This design comes from an exercise in tuning for small area, a short achievable clock period and few clock cycles per item on the open sky130 flow, not from production work. In this exercise RTL edits were held to simulation tests only and were not proved equivalent to the original. Power is estimated from default activity; no workload was simulated.

==> config.mk <==
export PLATFORM = sky130hd
export DESIGN_NAME = huf_decode
export DESIGN_NICKNAME = huf_decode
export VERILOG_FILES = /design/flow/design.v
export SDC_FILE = /design/flow/constraint.sdc
export NUM_CORES = 4
export LEC_CHECK = 0
export ABC_CLOCK_PERIOD_IN_PS = 3000
export CAP_MARGIN = 20
export CORE_MARGIN = 2
export CORE_UTILIZATION = 40
export SETUP_SLACK_MARGIN = 3.0
export SLEW_MARGIN = 20
==> constraint.sdc <==
create_clock -name core_clock -period 6.5 [get_ports {clk}]
set_input_delay 1.3000 -clock core_clock [delete_from_list [all_inputs] [get_ports {clk}]]
set_output_delay 1.3000 -clock core_clock [all_outputs]
set_load 0.01 [all_outputs]
==> design.v <==
module huf_decode (
    input  wire        clk,
    input  wire        rst,
    input  wire        start,
    input  wire [15:0] tree_base,
    input  wire [15:0] tree_len,
    input  wire [15:0] blob_base,
    input  wire [15:0] blob_len,
    input  wire [19:0] start_bit,
    input  wire [15:0] nsym,
    output wire        ready,
    output wire        mem_req,
    output wire [15:0] mem_addr,
    input  wire        mem_gnt,
    input  wire        mem_rvalid,
    input  wire [15:0] mem_rdata,
    output wire        out_valid,
    output wire [7:0]  out_data,
    input  wire        out_ready,
    output wire        done,
    output wire [1:0]  done_err,
    output wire [19:0] done_info
);
    localparam [1:0] ERR_NONE       = 2'd0;
    localparam [1:0] ERR_BITSTREAM  = 2'd1;
    localparam [1:0] ERR_TREE_INDEX = 2'd2;
    localparam [2:0] S_IDLE = 3'd0;    
    localparam [2:0] S_INIT = 3'd1;    
    localparam [2:0] S_RUN  = 3'd2;    
    localparam [2:0] S_NEXT = 3'd3;    
    localparam [2:0] S_MISS = 3'd4;    
    localparam [2:0] S_WOUT = 3'd5;    
    localparam [2:0] S_INFO = 3'd6;    
    localparam [2:0] S_FIN  = 3'd7;    
    localparam [1:0] RK_LVL  = 2'd0;   
    localparam [1:0] RK_ONE  = 2'd1;   
    localparam [1:0] RK_INIT = 2'd2;   
    reg [2:0]  state;
    reg [15:0] tb_r, tl_r, bb_r;
    reg [14:0] bh_r;           
    reg [19:0] p;              
    reg [15:0] rem;            
    reg [15:0] cw, nw;         
    reg        nw_v, blob_pend;
    reg [15:0] ra0, ra1;       
    reg [2:0]  rf0, rf1;       
    reg [15:0] xreg;           
    reg [2:0]  fl;             
    reg        rc;             
    reg        rb;             
    reg        rcv;            
    reg        spec;           
    reg        pay_pend;       
    reg [1:0]  iph;
    reg        req_v;
    reg [15:0] req_a;
    reg [1:0]  rk;
    reg        rstep, rord;
    reg [1:0]  icnt;
    reg [4:0]  outst, skip;
    reg        out_v;
    reg [7:0]  out_d;
    reg [1:0]  err_r;
    reg [19:0] info_r;
    wire acc    = req_v & mem_gnt;
    wire slot   = ~req_v | mem_gnt;
    wire [4:0] outst_n = outst + {4'd0, acc} - {4'd0, mem_rvalid};
    wire take   = mem_rvalid & (skip == 5'd0);
    wire [31:0] bw     = {nw, cw} >> p[3:0];
    wire        bp     = bw[0];
    wire        bp1    = bw[1];
    wire        lastb  = &p[3:0];
    wire        known1 = ~lastb | nw_v;
    wire        oobp   = p[19:4] >= {1'b0, bh_r};
    wire        rootoob = bp ? (tl_r[15:2] == 14'd0) : (tl_r[15:1] == 15'd0);
    wire [19:0] p_inc  = p + 20'd1;
    wire [15:0] ra_s   = bp ? ra1 : ra0;
    wire [14:0] ra_s1  = ra_s[15:1] + 15'd1;
    wire [15:0] ra_req = bp1 ? {ra_s1, ra_s[0]} : ra_s;
    wire [14:0] rq_pm  = rord ? (req_a[15:1] - 15'd1) : (req_a[15:1] + 15'd1);
    wire [15:0] req2a  = {rq_pm, req_a[0]};
    wire        use_x  = (state == S_MISS) | (state == S_INFO);
    wire [15:0] xin    = use_x ? xreg : mem_rdata;
    wire        dpb    = (state == S_INFO) ? rb : ((state == S_INIT) ? 1'b0 : bp1);
    wire [15:0] dp     = tb_r + {xin[13:0], 2'b00} + {xin[14:0], 1'b0} + {14'd0, dpb, 1'b0};
    wire        bcin   = ~((state == S_INIT) & (icnt == 2'd1));
    wire [14:0] ba15   = bb_r[15:1] + p[18:4] + {14'd0, bcin};
    wire [15:0] blob_a = {ba15, bb_r[0]};
    wire [18:0] tp     = {1'b0, xreg, 2'b00} + {2'b00, xreg, 1'b0};
    wire [19:0] dd     = {4'd0, tl_r} - {1'b0, tp};
    wire        f2c    = dd[19] | (dd[18:1] == 18'd0);
    wire        f4c    = dd[19] | (dd[18:2] == 17'd0);
    wire        f3c    = dd[19] | ((dd[18:2] == 17'd0) & ~(dd[1] & dd[0]));
    wire [17:0] tph    = tp[18:1] + 18'd1;
    wire [19:0] infoc  = f2c ? {1'b0, tp} : {1'b0, tph, 1'b0};
    wire [2:0]  cfl    = rc ? (rb ? rf1 : rf0) : fl;
    wire ev   = (state == S_RUN) & take & ~pay_pend & ~blob_pend;
    wire evF  = ev & ~rcv;
    wire evS  = ev & rcv;
    wire rz   = (mem_rdata == 16'd0);
    wire oslot = ~out_v | out_ready;
    wire root_ok = ~oobp & ~rootoob & known1 & (nw_v | blob_pend);
    wire fl_hold = (state == S_RUN) & rcv & bp;
    wire commit  = evS & bp & ~cfl[0] & ~rz & ~oobp & ~cfl[2] & spec;
    wire fl_en   = (state != S_IDLE) & (state != S_FIN) & (~fl_hold | commit);
    assign done = (state == S_FIN) & oslot;
    always @(posedge clk) begin
        if (rst) begin
            state     <= S_IDLE;
            req_v     <= 1'b0;
            out_v     <= 1'b0;
            outst     <= 5'd0;
            skip      <= 5'd0;
            nw_v      <= 1'b0;
            blob_pend <= 1'b0;
            spec      <= 1'b0;
            pay_pend  <= 1'b0;
            rcv       <= 1'b0;
        end else begin
            outst <= outst_n;
            if (mem_rvalid && skip != 5'd0)
                skip <= skip - 5'd1;
            if (out_v && out_ready)
                out_v <= 1'b0;
            if (acc) begin
                if (rk == RK_LVL && !rstep) begin
                    req_a <= req2a;
                    rstep <= 1'b1;
                end else if (rk == RK_INIT && icnt != 2'd3) begin
                    icnt  <= icnt + 2'd1;
                    req_a <= (icnt == 2'd0) ? req2a : blob_a;
                end else begin
                    req_v <= 1'b0;
                end
            end
            if (fl_en) begin
                fl     <= {f4c, f3c, f2c};
                info_r <= infoc;
            end
            if (take && pay_pend) begin
                out_v    <= 1'b1;
                out_d    <= mem_rdata[7:0];
                pay_pend <= 1'b0;
            end else if (take && blob_pend) begin
                nw        <= mem_rdata;
                nw_v      <= 1'b1;
                blob_pend <= 1'b0;
            end
            case (state)
                S_IDLE: begin
                    if (start) begin
                        tb_r <= tree_base;
                        tl_r <= tree_len;
                        bb_r <= blob_base;
                        bh_r <= blob_len[15:1];
                        p    <= start_bit;
                        rem  <= nsym;
                        nw_v <= 1'b0;
                        blob_pend <= 1'b0;
                        spec <= 1'b0;
                        pay_pend <= 1'b0;
                        rcv  <= 1'b0;
                        if (nsym == 16'd0) begin
                            err_r  <= ERR_NONE;
                            info_r <= start_bit;
                            state  <= S_FIN;
                        end else begin
                            req_v <= 1'b1;
                            req_a <= tree_base;
                            rk    <= RK_INIT;
                            icnt  <= 2'd0;
                            rord  <= 1'b0;
                            iph   <= 2'd0;
                            state <= S_INIT;
                        end
                    end
                end
                S_INIT: begin
                    if (take) begin
                        iph <= iph + 2'd1;
                        case (iph)
                            2'd0: begin
                                xreg <= mem_rdata;
                                ra0  <= dp;
                            end
                            2'd1: begin
                                rf0  <= {f4c, f3c, f2c};
                                xreg <= mem_rdata;
                                ra1  <= dp;
                            end
                            2'd2: begin
                                rf1  <= {f4c, f3c, f2c};
                                cw   <= mem_rdata;
                            end
                            default: begin
                                nw    <= mem_rdata;
                                nw_v  <= 1'b1;
                                state <= S_NEXT;
                            end
                        endcase
                    end
                end
                S_NEXT: begin
                    if (oobp) begin
                        err_r  <= ERR_BITSTREAM;
                        info_r <= p;
                        state  <= S_FIN;
                        req_v  <= 1'b0;
                        skip   <= outst_n;
                        blob_pend <= 1'b0;
                    end else if (rootoob) begin
                        err_r  <= ERR_TREE_INDEX;
                        info_r <= {18'd0, bp, 1'b0};
                        state  <= S_FIN;
                        req_v  <= 1'b0;
                        skip   <= outst_n;
                        blob_pend <= 1'b0;
                    end else if (!nw_v && !blob_pend) begin
                        if (slot) begin
                            req_v     <= 1'b1;
                            req_a     <= blob_a;
                            rk        <= RK_ONE;
                            blob_pend <= 1'b1;
                        end
                    end else if (known1 && slot) begin
                        p <= p_inc;
                        if (lastb) begin
                            cw   <= nw;
                            nw_v <= 1'b0;
                        end
                        rb    <= bp;
                        rc    <= 1'b1;
                        rcv   <= 1'b0;
                        spec  <= 1'b0;
                        req_v <= 1'b1;
                        req_a <= ra_req;
                        rk    <= RK_LVL;
                        rstep <= 1'b0;
                        rord  <= bp1;
                        state <= S_RUN;
                    end
                end
                S_MISS: begin
                    if (known1 && slot) begin
                        p <= p_inc;
                        if (lastb) begin
                            cw   <= nw;
                            nw_v <= 1'b0;
                        end
                        rc    <= 1'b0;
                        rcv   <= 1'b0;
                        spec  <= 1'b0;
                        req_v <= 1'b1;
                        req_a <= dp;
                        rk    <= RK_LVL;
                        rstep <= 1'b0;
                        rord  <= bp1;
                        state <= S_RUN;
                    end else if (!nw_v && !blob_pend && slot) begin
                        req_v     <= 1'b1;
                        req_a     <= blob_a;
                        rk        <= RK_ONE;
                        blob_pend <= 1'b1;
                    end
                end
                S_WOUT: begin
                    if (oslot) begin
                        out_v <= 1'b1;
                        out_d <= xreg[7:0];
                        rem   <= rem - 16'd1;
                        if (rem == 16'd1) begin
                            err_r  <= ERR_NONE;
                            info_r <= p;
                            state  <= S_FIN;
                        end else begin
                            state <= S_NEXT;
                        end
                    end
                end
                S_INFO: begin
                    case (iph)
                        2'd0: begin
                            if (slot) begin
                                req_v <= 1'b1;
                                req_a <= dp;            
                                rk    <= RK_ONE;
                                iph   <= 2'd1;
                            end
                        end
                        2'd1: begin
                            if (take) begin
                                xreg <= mem_rdata;
                                iph  <= 2'd2;
                            end
                        end
                        default: begin
                            err_r <= ERR_TREE_INDEX;
                            state <= S_FIN;
                        end
                    endcase
                end
                S_FIN: begin
                    if (oslot)
                        state <= S_IDLE;
                end
                default: begin  
                    if (evF && !bp) begin
                        if (cfl[0] || (rz && cfl[1])) begin
                            if (rc) begin
                                state <= S_INFO; iph <= 2'd0; xreg <= 16'd0;
                            end else begin
                                err_r <= ERR_TREE_INDEX; state <= S_FIN;
                            end
                            req_v <= 1'b0; skip <= outst_n;
                        end else if (!rz) begin
                            if (oobp) begin
                                err_r  <= ERR_BITSTREAM;
                                info_r <= p;
                                state  <= S_FIN;
                                req_v  <= 1'b0;
                                skip   <= outst_n;
                            end else if (known1) begin
                                p <= p_inc;
                                if (lastb) begin
                                    cw   <= nw;
                                    nw_v <= 1'b0;
                                end
                                xreg  <= mem_rdata;
                                rc    <= 1'b0;
                                req_v <= 1'b1;
                                req_a <= dp;
                                rk    <= RK_LVL;
                                rstep <= 1'b0;
                                rord  <= bp1;
                                skip  <= outst_n;
                            end else begin
                                xreg  <= mem_rdata;
                                req_v <= 1'b0;
                                skip  <= outst_n;
                                state <= S_MISS;
                            end
                        end else if (rem != 16'd1 && root_ok && slot && oslot) begin
                            pay_pend <= 1'b1;
                            rem   <= rem - 16'd1;
                            p     <= p_inc;
                            if (lastb) begin
                                cw   <= nw;
                                nw_v <= 1'b0;
                            end
                            rb    <= bp;
                            rc    <= 1'b1;
                            req_v <= 1'b1;
                            req_a <= ra_req;
                            rk    <= RK_LVL;
                            rstep <= 1'b0;
                            rord  <= bp1;
                        end else begin
                            rcv <= 1'b1;
                        end
                    end else if (evF) begin
                        xreg <= mem_rdata;
                        rcv  <= 1'b1;
                        if (known1 && slot) begin
                            req_v <= 1'b1;
                            req_a <= dp;
                            rk    <= RK_LVL;
                            rstep <= 1'b0;
                            rord  <= bp1;
                            spec  <= 1'b1;
                        end
                    end else if (evS && bp && (cfl[0] || (!rz && !oobp && cfl[2]) || (rz && cfl[1]))) begin
                        if (rc) begin
                            state <= S_INFO; iph <= 2'd0; xreg <= 16'd0;
                        end else begin
                            err_r <= ERR_TREE_INDEX; state <= S_FIN;
                        end
                        req_v <= 1'b0; skip <= outst_n; spec <= 1'b0; rcv <= 1'b0;
                    end else if (evS && bp && !rz) begin
                        rcv  <= 1'b0;
                        spec <= 1'b0;
                        if (oobp) begin
                            err_r  <= ERR_BITSTREAM;
                            info_r <= p;
                            state  <= S_FIN;
                            req_v  <= 1'b0;
                            skip   <= outst_n;
                        end else if (spec) begin
                            p <= p_inc;
                            if (lastb) begin
                                cw   <= nw;
                                nw_v <= 1'b0;
                            end
                            rc <= 1'b0;
                        end else begin
                            req_v <= 1'b0;
                            skip  <= outst_n;
                            state <= S_MISS;
                        end
                    end else if (evS) begin
                        rcv  <= 1'b0;
                        spec <= 1'b0;
                        skip <= outst_n;
                        if (oslot) begin
                            out_v <= 1'b1;
                            out_d <= bp ? xreg[7:0] : mem_rdata[7:0];
                            rem   <= rem - 16'd1;
                            if (rem == 16'd1) begin
                                err_r  <= ERR_NONE;
                                info_r <= p;
                                state  <= S_FIN;
                                req_v  <= 1'b0;
                            end else if (root_ok) begin
                                p <= p_inc;
                                if (lastb) begin
                                    cw   <= nw;
                                    nw_v <= 1'b0;
                                end
                                rb    <= bp;
                                rc    <= 1'b1;
                                req_v <= 1'b1;
                                req_a <= ra_req;
                                rk    <= RK_LVL;
                                rstep <= 1'b0;
                                rord  <= bp1;
                            end else begin
                                req_v <= 1'b0;
                                state <= S_NEXT;
                            end
                        end else begin
                            if (!bp) xreg <= mem_rdata;
                            req_v <= 1'b0;
                            state <= S_WOUT;
                        end
                    end
                end
            endcase
        end
    end
    assign ready     = (state == S_IDLE);
    assign mem_req   = req_v;
    assign mem_addr  = req_a;
    assign out_valid = out_v;
    assign out_data  = out_d;
    assign done_err  = err_r;
    assign done_info = info_r;
endmodule
==> run.sh <==
#!/bin/bash
# synth_recipe.tcl (not shown) runs the flow's synth.tcl, then flattens the netlist and writes it again
# the make line also repeats each setting of config.mk as NAME=value (left out here)
make -C /OpenROAD-flow-scripts/flow DESIGN_CONFIG=/design/flow/config.mk WORK_HOME=/design/flow/orfs CLKGATE_MAP_FILE= SYNTH_SCRIPT=/design/flow/synth_recipe.tcl finish
==> results.yml, run 1 <==
detailed_routing:
  detail_route.iter0.violations: 2529
  drcViolationCount: 0
  final_antenna_net_count: 0
  wl_per_cell_um: 27.2
  firstDrtPassIters: 6
  via_per_inst: 6.43
  vias: 23400
  wl_um: 99200
logic_synthesis:
  ys_types: 107
  synthTopCellsByArea: "edfxtp_1 (33%), nand2_1 (6.7%), ha_1 (5.5%)"
  synth_largest_area_cell: "edfxtp_1"
  ys_ff_latch: 264
  synth_area_per_cell_sq_um: 8.53
  synth_ff_type: "edfxtp_1"
  synth_cells: 2565
  synth_fp_nets: 2805
  yosysSeqAreaShare_pct: 35.3
  synth_commonest_cells: "nand2_1 (393), edfxtp_1 (244), nor2_1 (229)"
  yosysMostFrequentCell: "nand2_1"
  synth_top_cell_area_share_pct: 33.5
  syn_area_sq_mm: 0.0219
  ys_warn_count: 1
  ys_async_sr_fraction_pct: 0
  synth-edff-count: 244
placement:
  place_congestion: 1.00
  numPortBuffers: 170
  hpwl_um: 69900
worst_hold_path:
  min_to: "cw[7]"
  hold_start: "nw[7]"
  hold_depth: 2
  min_path_type: "flop to flop"
sta:
  min_period_over_period_pct: 80.2
  finalSetupViolCount: 0
  tightest_slew_ns: 1.15
  finalMaxSlewViolations: 0
  max_slew_margin_pct: 23.3
  rsz0062_at_grt: "yes"
  setup-tns-final_ns: 0
  hold_viol: 0
  period_minus_slack_ns: 5.21
  timing.fmax_ghz: 0.192
  fin_worst_skew_ns: 0.0268
layout:
  area_delta_synth_final_pct: 38.9
  reg_top3: "info_r x20, p x20"
  nets: 3168
  fillers: 4799
  n_antenna_cell: 0
  postLayoutCoreUtil_pct: 56.4
  regArea_sq_mm: 0.00773
  multi_input_area_sq_mm: 0.0158
  drive_above_1_share_pct: 25.0
cts:
  cts_buffers: 35
  clock-sinks: 264
  clk_pin_slew_worst_paths_ns: 0.06
  tritoncts: "done"
  htreeDepth: 2
  cts-root-buf: "clkbuf_16"
  clk_latency_ns: 0.58
  clock_path_buffers: 3
grt:
  antenna_found_initial: 0
  grt_pass1_wl_um: 143000
  use_met1_pct: 41.3
  met3_usage_pct: 5.85
  grt-busiest-layer: "met2"
  grtUsageTotal_pct: 33.8
  grt_max_degree: 78
  grt_overflow: 0
  grt_pass1_vias: 22500
  gr-usage-met2_pct: 56.5
die:
  io_pins: 172
  rows: 85
  start_util_pct: 40.6
  die_h_um: 238
  coreArea_sq_mm: 0.0539
  die_area_sq_mm: 0.0566
  die_w_um: 238
worst_setup_path:
  crit_fanout: 4
  cpMaxStageDelayCell: "edfxtp_1"
  crit_chain: "ha_4 -> inv_2 -> fa_2 -> and2b_2 -> o21ai_2 -> nand2_2 -> xnor2_4 -> inv_2 -> ha_4 -> o21a_1 -> o31a_1 -> o31ai_4 -> buf_4 -> a32oi_1 -> nor2_1 -> a311oi_1 -> nand4_1 -> nor4b_4 -> nand3_2 -> nor3b_1 -> or3b_4 -> a222oi_1 -> a21oi_1"
  critPathTopFamily: "simple AND/OR/NAND/NOR gates"
  crit_arrival_ns: 5.52
  crit_required_ns: 6.81
  worstSetupEndpointType: "flop"
  r2r_cells: 23
  path_class: "flop to flop"
  r2r-end: "info_r[3]"
  r2r_slack_ns: 1.29
  crit_buf_inv: 3
  slowest_delay_ns: 0.49
  start_kind: "flop"
  r2r-start: "xreg[1]"
power_and_ir_drop:
  p_switching_mw: 6.42
  sequentialPowerShare_pct: 21.9
  power_density_mw_per_mm2: 450
  vdd_drop_max_v: 0.000243
  switching_share_pct: 47.0
  p_leak_nw: 11.4
  p_clk_share_pct: 13.6
  p_int_mw: 7.26
  comb_power_share_pct: 64.5
  total_power_mw: 13.7
outcome:
  status: "finished clean"
flow_run:
  drv_cap: 0
worst reg2reg max path, delay by kind of cell (launching register included):
family                     cells  cell delay [ns]
AOI/OAI and AO/OA              8             1.43
and+or+nand+nor                8             1.69
xor gates and xnor gates       1             0.15
adders and majority gates      3             0.89
buffers and inverters          3             0.28
DFF                            1             0.49
cells in the final DEF (no fill, tap or decap), types with 66 or more instances in the layout:
cell / instances
inv_1: 91
buf_4: 175
nor2_1: 189
o21ai_0: 177
a21oi_1: 149
clkdlybuf4s50_1: 149
edfxtp_1: 244
buf_6: 66
ha_1: 82
nand2_1: 353
logic make-up after synthesis:
kind of cell / Yosys count / synth area share, %
adders and majority gates: 122 / 7.65
buffers and inverters: 233 / 4.18
xor gates and xnor gates: 120 / 4.87
DFF: 264 / 35.3
muxes: 89 / 4.77
and+or+nand+nor: 930 / 19.1
AOI/OAI and AO/OA: 807 / 24.1
metrics by stage:
step	hold WS (ns)	std cells	cell area, sq um	setup slack (ns)
finish	0.547	3648	30400	1.29
detailed placement	0.530	3369	25000	0.461
global route	0.576	3648	30400	1.11
CTS	0.544	3596	29400	1.34
global placement	0.528	3369	25000	0.484
floorplan	0.469	2565	22600	1.62
power groups by stage:
stage	sequential [mW]	combinational, mW	clock, mW
floorplan	2.85	4.43	0
global placement	3.01	6.51	0
detailed placement	3.02	6.61	0
CTS	2.98	8.15	1.88
global route	3.03	9.33	1.94
finish	3.00	8.82	1.86
worst max-delay path by stage:
stage,start,to,slack [ns],cells past startpoint
3_3_place_gp,mem_rdata[2],req_a[15],0.48,19
5_1_grt,xreg[1],info_r[3],1.11,23
2_1_floorplan,p[0],req_a[14],1.62,24
6_report,xreg[1],info_r[3],1.29,23
4_1_cts,xreg[1],info_r[3],1.34,22
3_5_place_dp,mem_rdata[1],req_a[15],0.46,19
final cells by class:
cell class,count,area share [%]
Multi-Input combinational cell,2071,51.9
Sequential cell,264,25.4
Timing Repair Buffer,449,14.9
Clock buffer,46,3.02
Tap cell,696,2.87
Inverter,106,1.38
Clock inverter,15,0.453
Timing Repair inverter,1,0.0124
routing by layer:
metal	part of all wire [%]	vias up
met2	47	1331
met3	8.2	380
met1	38	11400
met4	6.5	0
li1	-	10300
met5	0	-
timing repair:
action / 4_1_cts / 5_1_grt
hold buffers: 0 / 0
gates cloned: 10 / 5
endpoints found under the setup margin: 215 / 202
gates resized for setup: 416 / 135
pin swaps: 131 / 71
buffers inserted: 156 / 47
Testbench counts, summed over its fixed seeds: cycles 63,181, items 5,993.
==> run 2: changes to the inputs <==
--- a/config.mk
+++ b/config.mk
@@ -5,9 +5,7 @@
 export SDC_FILE = /design/flow/constraint.sdc
 export NUM_CORES = 4
 export LEC_CHECK = 0
-export ABC_CLOCK_PERIOD_IN_PS = 3000
 export CAP_MARGIN = 20
 export CORE_MARGIN = 2
 export CORE_UTILIZATION = 40
-export SETUP_SLACK_MARGIN = 3.0
 export SLEW_MARGIN = 20
==> run 2 against run 1 <==
Highest routed layer unchanged. Count of clock-buffer cells in the layout fell by 7. Synthesized cell count did not move. First-iteration DRC count decreased by 8.9%. Cell area decreased by 15%. Still clean on timing, DRC and antenna. Global-route usage decreased by 1.9 points. Sequential share of layout area up 4.5 points. Fmax decreased by 11%. Cell count fell by 5.2%. Via count decreased by 5.9%. Critical path depth shrank 1. Routed wire length shrank 7.6%. Utilization is 8.5 points lower.
==> results.yml, run 2 <==
layout:
  fillers: 5196
  postLayoutCoreUtil_pct: 47.8
  fin_cells: 3457
  mostFrequentLayoutCell: "nand2_1"
  drive_above_1_share_pct: 8.04
  nets: 2973
  area_delta_synth_final_pct: 17.9
  reg_top3: "info_r x20, p x20"
  final_cell_mix: "nand2_1 (392), edfxtp_1 (244), nor2_1 (227), o21ai_0 (225), a21oi_1 (186)"
cts:
  post-cts-setup-buffer-count: 0
  tritoncts: "done"
  hold_buffers: 0
  clk_latency_ns: 0.57
  cts_buffers: 35
  clk_pin_slew_worst_paths_ns: 0.06
  post_cts_resize_count: 0
  clock-sinks: 264
  htreeDepth: 2
  clock_path_buffers: 3
  cts-root-buf: "clkbuf_16"
sta:
  timing.fmax_ghz: 0.171
  fin_worst_skew_ns: 0.0217
  tightest_slew_ns: 1.16
  rsz0062_at_grt: "no"
  setup-tns-final_ns: 0
  period_minus_slack_ns: 5.86
  min_period_over_period_pct: 90.2
  finalSetupViolCount: 0
  finalMaxSlewViolations: 0
  hold_viol: 0
  max_slew_margin_pct: 22.9
  holdWs_ns: 0.536
worst_setup_path:
  cp-endpoint: "info_r[3]"
  r2r_slack_ns: 0.64
  cp-startpoint: "xreg[1]"
  crit_required_ns: 6.81
  path_class: "flop to flop"
  r2r-start: "xreg[1]"
  r2r_cells: 22
  crit_fanout: 5
  r2r-end: "info_r[3]"
  worstSetupEndpointType: "flop"
  start_kind: "flop"
  crit_arrival_ns: 6.17
logic_synthesis:
  ys_ff_latch: 264
  yosysSeqAreaShare_pct: 35.3
  synth_area_per_cell_sq_um: 8.53
  synth-edff-count: 244
  synthTopCellsByArea: "edfxtp_1 (33%), nand2_1 (6.7%), ha_1 (5.5%)"
  syn_area_sq_mm: 0.0219
  synth_ff_type: "edfxtp_1"
  ys_types: 107
  ys_async_sr_fraction_pct: 0
  synth_fp_nets: 2805
  synth_largest_area_cell: "edfxtp_1"
  synth_top_cell_area_share_pct: 33.5
  synth_commonest_cells: "nand2_1 (393), edfxtp_1 (244), nor2_1 (229)"
  ys_warn_count: 1
  yosysMostFrequentCell: "nand2_1"
  synth_cells: 2565
placement:
  hpwl_um: 69700
  numPortBuffers: 170
  place_congestion: 0.988
  place_inst: 3392
die:
  die_h_um: 238
  io_pins: 172
  die_area_sq_mm: 0.0566
  rows: 85
  die_w_um: 238
  start_util_pct: 40.6
  coreArea_sq_mm: 0.0539
grt:
  grt_pass1_vias: 21400
  grt_overflow: 0
  use_met1_pct: 39.2
  met3_usage_pct: 6.10
  grt_max_degree: 67
  antenna_found_initial: 2
  grt-busiest-layer: "met2"
  gr-usage-met2_pct: 53.5
  grtUsageTotal_pct: 31.9
  grt_pass1_wl_um: 136000
detailed_routing:
  detail_route.iter0.violations: 2303
  wl_um: 91700
  via_per_inst: 6.38
  final_antenna_net_count: 0
  drcViolationCount: 0
  firstDrtPassIters: 8
  wl_per_cell_um: 26.5
  vias: 22100
flow_run:
  drv_cap: 0
power_and_ir_drop:
  p_leak_nw: 9.65
  power_density_mw_per_mm2: 448
  vdd_drop_max_v: 0.000200
  total_power_mw: 11.6
outcome:
  status: "finished clean"
worst_hold_path:
  min_path_type: "flop to flop"
## run 2: cell counts after synthesis
No cell type changed its count.
## run 2: per-stage QoR
stage	worst slack, ns	cell area [sq um]
2_1_floorplan	1.18	21900
3_3_place_gp	0.444	24700
3_5_place_dp	0.433	24700
4_1_cts	0.627	25800
5_1_grt	0.237	25800
6_report	0.640	25800
## run 2: worst max-delay path: stages (launching register included)
cell	delay, ns
edfxtp_1	0.45
ha_1	0.23
inv_1	0.06
fa_1	0.39
and2b_1	0.27
o21ai_0	0.09
nand2_1	0.09
xnor2_1	0.12
buf_4	0.17
inv_1	0.07
ha_1	0.31
a21oi_1	0.28
maj3_1	0.26
a2111oi_2	0.09
o31ai_1	0.68
nor3_2	0.15
o311ai_1	0.29
nor4b_2	0.37
nand3_1	0.22
nor3b_1	0.19
or3b_1	0.42
a222oi_1	0.29
a21oi_1	0.12
## run 2: final cells by class
class	count	area, sq um	area share, %
clock inverter	25	208	0.805
sequential	264	7730	30.0
tap	696	871	3.38
antenna	1	2.50	0.00970
timing repair buffer	258	2390	9.26
inverter	106	398	1.54
clock buffer	39	912	3.54
multi-input combinational	2068	13300	51.5
## run 2: metal layers
layer	vias to the layer above	wire, um
li1	9937	-
met1	10700	35900
met2	1169	43300
met3	261	7570
met4	0	4910
met5	-	0
## run 2: how the worst min path moves through the flow
stage                     startpoint      to  slack (ns)  cells past startpoint
after floorplan              tb_r[0]  ra0[0]        0.47                      0
after global placement       tb_r[0]  ra0[0]        0.52                      0
after detailed placement      nw[15]  cw[15]        0.53                      2
after CTS                    tb_r[0]  ra0[0]        0.53                      0
after global routing         tb_r[0]  ra0[0]        0.55                      0
final                        tb_r[0]  ra0[0]        0.54                      0
## run 2: cells by family after synthesis
kind of cell | Yosys count | share of synthesized area [%]
AOI/OAI and AO/OA | 807 | 24.1
DFF | 264 | 35.3
muxes | 89 | 4.77
buffers and inverters | 233 | 4.18
adders and majority gates | 122 | 7.65
and+or+nand+nor | 930 | 19.1
xor gates and xnor gates | 120 | 4.87
## run 2: power by group
part | internal (mW) | leakage, nW | total, mW | switching [mW]
logic | 2.42 | 6.68 | 6.62 | 4.21
registers | 2.52 | 2.43 | 2.99 | 0.469
clock network | 1.13 | 0.540 | 1.95 | 0.815
==> run 3: changes to the inputs <==
--- a/config.mk
+++ b/config.mk
@@ -5,7 +5,9 @@
 export SDC_FILE = /design/flow/constraint.sdc
 export NUM_CORES = 4
 export LEC_CHECK = 0
+export ABC_CLOCK_PERIOD_IN_PS = 4000
 export CAP_MARGIN = 20
 export CORE_MARGIN = 2
 export CORE_UTILIZATION = 40
+export SETUP_SLACK_MARGIN = 2.0
 export SLEW_MARGIN = 20
==> run 3 against run 2 <==
Still clean. Worst hold slack improved by 0.011 ns. Die area is the same. Sequential power hardly changed. Critical path type unchanged. Largest power group unchanged. Highest routed layer unchanged.
==> results.yml, run 3 <==
layout:
  mostFrequentLayoutCell: "nand2_1"
  nets: 3053
  multi_input_area_sq_mm: 0.0145
  fillers: 4987
  postLayoutCoreUtil_pct: 51.5
  area_delta_synth_final_pct: 26.9
  final_cell_mix: "nand2_1 (382), edfxtp_1 (244), nor2_1 (215), o21ai_0 (205), a21oi_1 (175)"
  drive_above_1_share_pct: 16.7
  regArea_sq_mm: 0.00773
  reg_top3: "info_r x20, p x20"
worst_setup_path:
  critPathTopFamily: "compound AO/OA/AOI/OAI gates"
  path_depth: 22
  path_class: "flop to flop"
  cpMaxStageDelayCell: "edfxtp_1"
  cp-endpoint: "info_r[3]"
  r2r-start: "xreg[1]"
  r2r-end: "info_r[3]"
  start_kind: "flop"
  crit_required_ns: 6.79
  r2r_cells: 22
  worstSetupEndpointType: "flop"
  crit_fanout: 5
  r2r_slack_ns: 1.29
  crit_buf_inv: 3
  cp-startpoint: "xreg[1]"
  crit_chain: "ha_4 -> inv_2 -> fa_2 -> and2b_2 -> o21ai_2 -> nand2_2 -> xnor2_4 -> inv_2 -> ha_4 -> a21oi_4 -> maj3_2 -> a2111oi_4 -> buf_4 -> o31ai_4 -> nor3_4 -> a21oi_1 -> a31oi_4 -> nand2_1 -> mux2_4 -> or3b_4 -> a222oi_1 -> a21oi_1"
  slowest_delay_ns: 0.44
  crit_arrival_ns: 5.51
cts:
  hold_buffers: 0
  clock-sinks: 264
  htreeDepth: 2
  tritoncts: "done"
  cts-root-buf: "clkbuf_16"
  clk_latency_ns: 0.57
  cts_buffers: 36
  clk_pin_slew_worst_paths_ns: 0.06
  clock_path_buffers: 3
logic_synthesis:
  syn_area_sq_mm: 0.0219
  synth_commonest_cells: "nand2_1 (393), edfxtp_1 (244), nor2_1 (229)"
  ys_warn_count: 1
  synth_ff_type: "edfxtp_1"
  synth_largest_area_cell: "edfxtp_1"
  synth_area_per_cell_sq_um: 8.53
  synth-edff-count: 244
  synth_fp_nets: 2805
  yosysMostFrequentCell: "nand2_1"
  synth_cells: 2565
  ys_types: 107
  synthTopCellsByArea: "edfxtp_1 (33%), nand2_1 (6.7%), ha_1 (5.5%)"
  ys_ff_latch: 264
  yosysSeqAreaShare_pct: 35.3
  synth_top_cell_area_share_pct: 33.5
  ys_async_sr_fraction_pct: 0
grt:
  antenna_found_initial: 1
  grt_overflow: 0
  grt_max_degree: 67
  grt_pass1_vias: 22100
  grtUsageTotal_pct: 32.4
  grt_pass1_wl_um: 138000
placement:
  place_congestion: 0.968
  numPortBuffers: 170
  hpwl_um: 68900
die:
  die_h_um: 238
  io_pins: 172
  start_util_pct: 40.6
  coreArea_sq_mm: 0.0539
  die_w_um: 238
  rows: 85
  die_area_sq_mm: 0.0566
worst_hold_path:
  hold_depth: 2
  min_path_type: "flop to flop"
detailed_routing:
  via_per_inst: 6.33
  wl_um: 93500
  final_antenna_net_count: 0
  wl_per_cell_um: 26.4
  firstDrtPassIters: 8
  vias: 22400
  drcViolationCount: 0
  detail_route.iter0.violations: 2373
sta:
  max_slew_margin_pct: 19.2
  rsz0062_at_grt: "yes"
  finalSetupViolCount: 0
  tightest_slew_ns: 1.21
  holdWs_ns: 0.547
  setup-tns-final_ns: 0
  period_minus_slack_ns: 5.21
  fin_worst_skew_ns: 0.0264
  min_period_over_period_pct: 80.2
  timing.fmax_ghz: 0.192
  hold_viol: 0
  finalMaxSlewViolations: 0
power_and_ir_drop:
  p_clk_share_pct: 16.5
  p_switching_mw: 5.83
  p_int_mw: 6.74
  sequentialPowerShare_pct: 23.8
  vdd_drop_max_v: 0.000219
  comb_power_share_pct: 59.7
  switching_share_pct: 46.4
  p_leak_nw: 10.4
  power_density_mw_per_mm2: 453
outcome:
  status: "finished clean"
flow_run:
  drv_cap: 0
-- run 3: changes by cell type in the layout (fill, tap and decap cells not counted), sizes merged, moves of 3 or more --
cell / previous run / this run
buf: 88 / 167
clkinv: 18 / 10
clkbuf: 39 / 44
clkdlybuf4s50: 170 / 166
dlymetal6s2s: 0 / 3
-- run 3: worst register-to-register path, cell delays in order, from the launching register on --
cell and delay [ns]:
edfxtp_1 0.44, ha_4 0.18, inv_2 0.04, fa_2 0.43, and2b_2 0.28, o21ai_2 0.07
nand2_2 0.12, xnor2_4 0.14, inv_2 0.09, ha_4 0.29, a21oi_4 0.05, maj3_2 0.33
a2111oi_4 0.33, buf_4 0.20, o31ai_4 0.09, nor3_4 0.25, a21oi_1 0.11, a31oi_4 0.29
nand2_1 0.15, mux2_4 0.23, or3b_4 0.39, a222oi_1 0.32, a21oi_1 0.13
-- run 3: cell families (layout without fill, tap and decap cells) --
group / count (synthesis) / count (layout) / share of synthesized area, %
mux: 89 / 89 / 4.77
other cells: 0 / 1 / 0
buf+inv: 233 / 508 / 4.18
xor+xnor: 120 / 120 / 4.87
fa+ha+maj: 122 / 122 / 7.65
compound gates: 807 / 807 / 24.1
flops: 264 / 264 / 35.3
simple gates: 930 / 930 / 19.1
-- run 3: area by class of cell --
cell class | count | area share [%]
multi-input cells | 2068 | 52.1
flip-flops and latches | 264 | 27.8
repair buffers | 337 | 11.1
clock buffers | 44 | 3.47
well taps | 696 | 3.14
inverters | 106 | 1.49
clock inverters | 21 | 0.888
diodes | 1 | 0.00901
-- run 3: through the flow --
| step | instance area [sq um] | instances | setup WS [ns] | power, mW |
|---|---|---|---|---|
| after global routing | 27800 | 3536 | 1.08 | 13.2 |
| after floorplan | 22100 | 2565 | 1.59 | 7.13 |
| after detailed placement | 24800 | 3391 | 0.442 | 9.49 |
| after CTS | 27100 | 3507 | 1.32 | 12.0 |
| after global placement | 24800 | 3391 | 0.481 | 9.37 |
| final | 27800 | 3537 | 1.29 | 12.6 |
-- run 3: timing repair --
item	in CTS	in global routing
pin swaps	63	49
endpoints found under the setup margin	125	111
cloned	1	0
gates resized for setup	136	87
buffers inserted	50	29
-- run 3: layer usage --
layer	share of wire [%]	vias up	wire (um)	global-route usage [%]
li1	-	10100	-	-
met1	38	10900	36000	39.1
met2	47	1133	44000	54.2
met3	8.0	315	7490	5.92
met4	6.4	0	6010	18.5
met5	0	-	0	0
-- run 3: worst min-delay path by stage --
stage,from,end
2_1_floorplan,tb_r[0],ra0[0]
3_3_place_gp,tb_r[0],ra0[0]
3_5_place_dp,nw[1],cw[1]
4_1_cts,tb_r[0],ra0[0]
5_1_grt,tb_r[0],ra0[0]
6_report,nw[12],cw[12]
-- run 3: power groups by stage --
| stage | combinational, mW | clock [mW] | sequential (mW) |
|---|---|---|---|
| floorplan | 4.28 | 0 | 2.84 |
| global placement | 6.35 | 0 | 3.02 |
| detailed placement | 6.47 | 0 | 3.02 |
| CTS | 6.94 | 2.10 | 2.98 |
| global route | 8.02 | 2.16 | 3.03 |
| finish | 7.50 | 2.08 | 2.99 |

==> afterwards: timing with drivers on the ports <==
The results above use ideal ports. As a check the final layouts listed here were re-extracted and re-timed, cells and wires unchanged.
Step 1 assumes that a clkbuf_16 drives the clock port and a buf_2 every other input.
Step 2 adds t to the input delays and takes it off the output delays; t is the mean of the earliest and latest rising clock arrival at the registers after step 1. Input paths then give back, and output paths get back, about the clock's delay inside the block.
Three values: ideal ports, drivers, drivers and shift; two values: the first two.
run	t (ns)	setup WS [ns]	worst setup path after step 2	worst slew at a driven data input, ns
run 1	0.627	1.288 / 1.288 / 1.177	input to register	0.08
run 2	0.622	0.640 / 0.640 / 0.307	input to register	0.08
run 3	0.621	1.286 / 1.286 / 0.948	input to register	0.08
After both steps setup and hold are still met in every run listed. For run 3, which loses most, drivers alone change the setup slack by 0.000 ns; drivers and shift together by -0.338 ns.
